This design comes from an exercise in tuning for small area, a short achievable clock period and few clock cycles on the open sky130 flow, not from production work.
In this exercise RTL edits were held to simulation tests only and were not proved equivalent to the original.
No activity file was given, so power comes from the tool's default toggle rates.

Design rudp_codec, start of the top module:
module rudp_codec (
    input  wire        clk,
    input  wire        rst,
    input  wire [11:0] hb_addr,
    input  wire [31:0] hb_wdata,
    input  wire        hb_we,
    input  wire        hb_re,
    output reg  [31:0] hb_rdata,
    output wire        irq
);
clock: 10.0 ns
lec_check: 0
cap_margin: 20
core_margin: 2
core_utilization: 35
slew_margin: 20
run.sh (not shown) runs the stock make flow with config.mk's settings and CLKGATE_MAP_FILE= SYNTH_SCRIPT=/design/flow/synth_recipe.tcl, a recipe that flattens the netlist after the stock synthesis.
Testbench counts at the start, summed over its fixed seeds: cycles 12,675.
Then changed:
- CORE_UTILIZATION: 35 -> 45
- SETUP_SLACK_MARGIN: default -> 4
Total power is higher by 3.7%.
Count of clock-buffer cells in the layout grows by 11.
Register-to-register slack gains 630 ps.
Sequential share of layout area decreases by 1.7 points.
Flip-flop and latch count is unchanged.
Setup slack improved by 2000 ps.
Then changed:
- TNS_END_PERCENT: default -> 5
- total power shrinks by 1.4%
- utilization goes down by 0.93 points
- die area is unchanged
- worst setup slack gains 9.7 ps
- final area went down by 1.7%
- register-to-register slack is worse by 320 ps
- sequential power hardly moves
- clock power goes down by about 2%

Setup of v56:
Another version of the RTL of rudp_codec (not shown whole).
Size: about 5400 cells after synthesis, about 1100 flip-flops, roughly 81 I/O pins.
clock: 10.0 ns
lec_check: 0
cap_margin: 20
core_margin: 2
core_utilization: 50
setup_slack_margin: 4
slew_margin: 20
tns_end_percent: 5
Testbench counts of v56, summed over its fixed seeds: cycles 12,675.
## Diff of input files: v45 against v56
# v56
export LEC_CHECK = 0
export CAP_MARGIN = 20
export CORE_MARGIN = 2
export CORE_UTILIZATION = 50
export SETUP_SLACK_MARGIN = 4
export SLEW_MARGIN = 20
export TNS_END_PERCENT = 5
create_clock -name core_clock -period 10.0 [get_ports {clk}]
# v45
export LEC_CHECK = 0
export CAP_MARGIN = 20
export CORE_MARGIN = 2
export CORE_UTILIZATION = 45
export SETUP_SLACK_MARGIN = 4
export SLEW_MARGIN = 20
create_clock -name core_clock -period 10.0 [get_ports {clk}]
## What came out
- Going from v56 to v45, the cell count was found to have gone up by about 2.5%.
- The placeable core region of v45 was inferior to that of v56.
- From v45 to v56, count of flip-flops and latches did not move at all.
- Area of the die: v45 and v56 compared, lower one is v56
- Compared to v56, v45 has synthesis-to-layout area growth 1.1 points higher.
- v45 and v56 ended up with nearly the same hold slack.
- Where design area is concerned, v56 is better than v45.
- The power share of the clock group in v45 sits 0.3 points below the value recorded for v56.
What v1 does differently from v45 at the input level:
# v45
export LEC_CHECK = 0
export CAP_MARGIN = 20
export CORE_MARGIN = 2
export CORE_UTILIZATION = 45
export SETUP_SLACK_MARGIN = 4
export SLEW_MARGIN = 20
create_clock -name core_clock -period 10.0 [get_ports {clk}]
# v1
export LEC_CHECK = 0
export CAP_MARGIN = 10
export CORE_MARGIN = 2
export CORE_UTILIZATION = 45
export SETUP_SLACK_MARGIN = 4
export SLEW_MARGIN = 10
create_clock -name core_clock -period 10.0 [get_ports {clk}]
[summary]
- Going from v45 to v1, synthesized area now sits at about the same level, worst hold slack moved up.
- Worst clock skew: v1 worse than v45
- Between v1 and v45, the finished layout cell area does not differ in any meaningful way.
--- input diff v1..v3 ---
# v1
export LEC_CHECK = 0
export CAP_MARGIN = 10
export CORE_MARGIN = 2
export CORE_UTILIZATION = 45
export SETUP_SLACK_MARGIN = 4
export SLEW_MARGIN = 10
create_clock -name core_clock -period 10.0 [get_ports {clk}]
# v3
export LEC_CHECK = 0
export CAP_MARGIN = 20
export CORE_MARGIN = 2
export CORE_UTILIZATION = 45
export SETUP_SLACK_MARGIN = 4
export SLEW_MARGIN = 20
export TNS_END_PERCENT = 5
create_clock -name core_clock -period 10.0 [get_ports {clk}]
Notes after the runs:
- v3: total iterations of the first detailed-routing run is 1 lower than what v1 reported.
- Delta (v3 minus v1): global-route wire length before repair now sits lower, wire length lower, power now larger.

== rev 12 ==
rudp_codec, a different RTL version from the one above (not shown whole).
For scale: about 1,100 flip-flops, about 81 I/O pins, roughly 61,000 µm² of cells after synthesis.
Settings: LEC_CHECK=0, CAP_MARGIN=20, CORE_MARGIN=2, CORE_UTILIZATION=45, SETUP_SLACK_MARGIN=4.5, SLEW_MARGIN=20, TNS_END_PERCENT=5; clock period 10.0 ns.
Rev 12 | status: complete | timing, DRC, antenna: pass
Testbench counts of rev 12, summed over its fixed seeds: cycles 12,675.
What rev 13 does differently from rev 12 at the input level:
Settings: swapping 4.5 for 4 in SETUP_SLACK_MARGIN.
==> comparison <==
On count of plain and timing-repair buffers, the higher figure sits with rev 12, not rev 13. Rev 13 vs rev 12, cell count of the worst reg-to-reg path went down by 5. Setup slack, rev 13 and rev 12: lower on rev 12. Going from rev 12 to rev 13, final design area excluding fillers shrinks by 0.84%. Sum of net half-perimeters after detailed placement (rev 13 / rev 12): 0.911. Going from rev 12 to rev 13, final clock period utilization by the worst path lost 0.34 points, number of buffers added by the clock tree synthesis step picked up an extra 3, core utilization lost 0.45 points.

## v6
Another version of the RTL of rudp_codec (not shown whole).
For scale: ~5700 cells after synthesis, roughly 1100 flip-flops.
clock: 10.0 ns
lec_check: 0
cap_margin: 20
core_margin: 2
core_utilization: 45
setup_slack_margin: 4
slew_margin: 20
Testbench counts of v6, summed over its fixed seeds: cycles 11,553.
The following lists how v7 was set up differently from v6:
diff --git a/flow/config.mk b/flow/config.mk
--- a/flow/config.mk
+++ b/flow/config.mk
@@ -10,3 +10,4 @@
 export CORE_UTILIZATION = 45
-export SETUP_SLACK_MARGIN = 4
+export CTS_BUF_LIST = sky130_fd_sc_hd__clkbuf_4 sky130_fd_sc_hd__clkbuf_8
+export SETUP_SLACK_MARGIN = 3.5
 export SLEW_MARGIN = 20
### Flow results
- Compared with v6, in v7 clock tree buffer depth held; post-route fraction of the period consumed by the critical path went up 2.7 points; maximum single-stage delay on the critical path went down 20 ps; overall power consumption went down 0.25 mW.
- Placed wire-length estimate after detailed placement, v7 and v6: higher on v6
- Going from v6 to v7, the register-to-register slack was found to have gone down by 70 ps.
- Compared with v6, in v7 summed area of non-filler cells in the final layout saw a decrease, worst slew slack as a fraction of its limit saw an increase.
- Higher final cell count among v7 and v6: v6
- Peak clock frequency supported by timing: v7 < v6
- Diff v7..v6 | non-clock inverter total of the final layout | negligible

[what the ideal ports hide]
The results above use ideal ports. As a check the final layouts listed here were re-extracted and re-timed, cells and wires unchanged.
Step 1: set_driving_cell puts a clkbuf_16 on clk and a buf_2 on each other input, an assumption about the parent block.
Step 2 moves the port delays by t, midway between the first and last clock arrival at a register: inputs arrive t later, outputs are due t later. That takes back most of the time a late clock gives input paths.
Slacks: ideal / step 1 / step 2; pairs: ideal / step 1.
| run | t, ns | slack for setup (ns) | worst setup path after step 2 | latest minus earliest clock arrival (ns) | pins driven straight from the clock port |
|---|---|---|---|---|---|
| the first run of note 1 | 0.907 | 1.565 / 1.537 / 1.537 | input to output | 0.041 / 0.041 | 1 |
| the second run of note 1 | 0.903 | 3.550 / 3.252 / 3.125 | input to register | 0.041 / 0.041 | 1 |
| the third run of note 1 | 0.872 | 3.560 / 3.120 / 3.010 | input to register | 0.027 / 0.026 | 1 |
| v56 | 0.853 | 3.441 / 2.893 / 2.781 | input to register | 0.049 / 0.049 | 1 |
| v45 | 0.856 | 3.442 / 3.060 / 3.060 | input to output | 0.061 / 0.062 | 1 |
| v1 | 0.871 | 3.478 / 3.096 / 3.037 | input to register | 0.070 / 0.071 | 1 |
| v3 | 0.861 | 3.377 / 2.811 / 2.811 | input to output | 0.081 / 0.081 | 1 |
| rev 12 | 0.873 | 3.326 / 2.968 / 2.606 | input to register | 0.067 / 0.067 | 1 |
| rev 13 | 0.865 | 3.359 / 2.896 / 2.705 | input to register | 0.041 / 0.041 | 1 |
| v6 | 0.873 | 2.972 / 2.842 / 2.149 | input to register | 0.034 / 0.034 | 1 |
| v7 | 1.056 | 2.702 / 2.616 / 1.939 | input to register | 0.056 / 0.057 | 1 |
After both steps every run listed still meets setup and hold. The setup slack of v6, which loses most, moves by -0.130 ns with the drivers and by -0.823 ns with both steps.
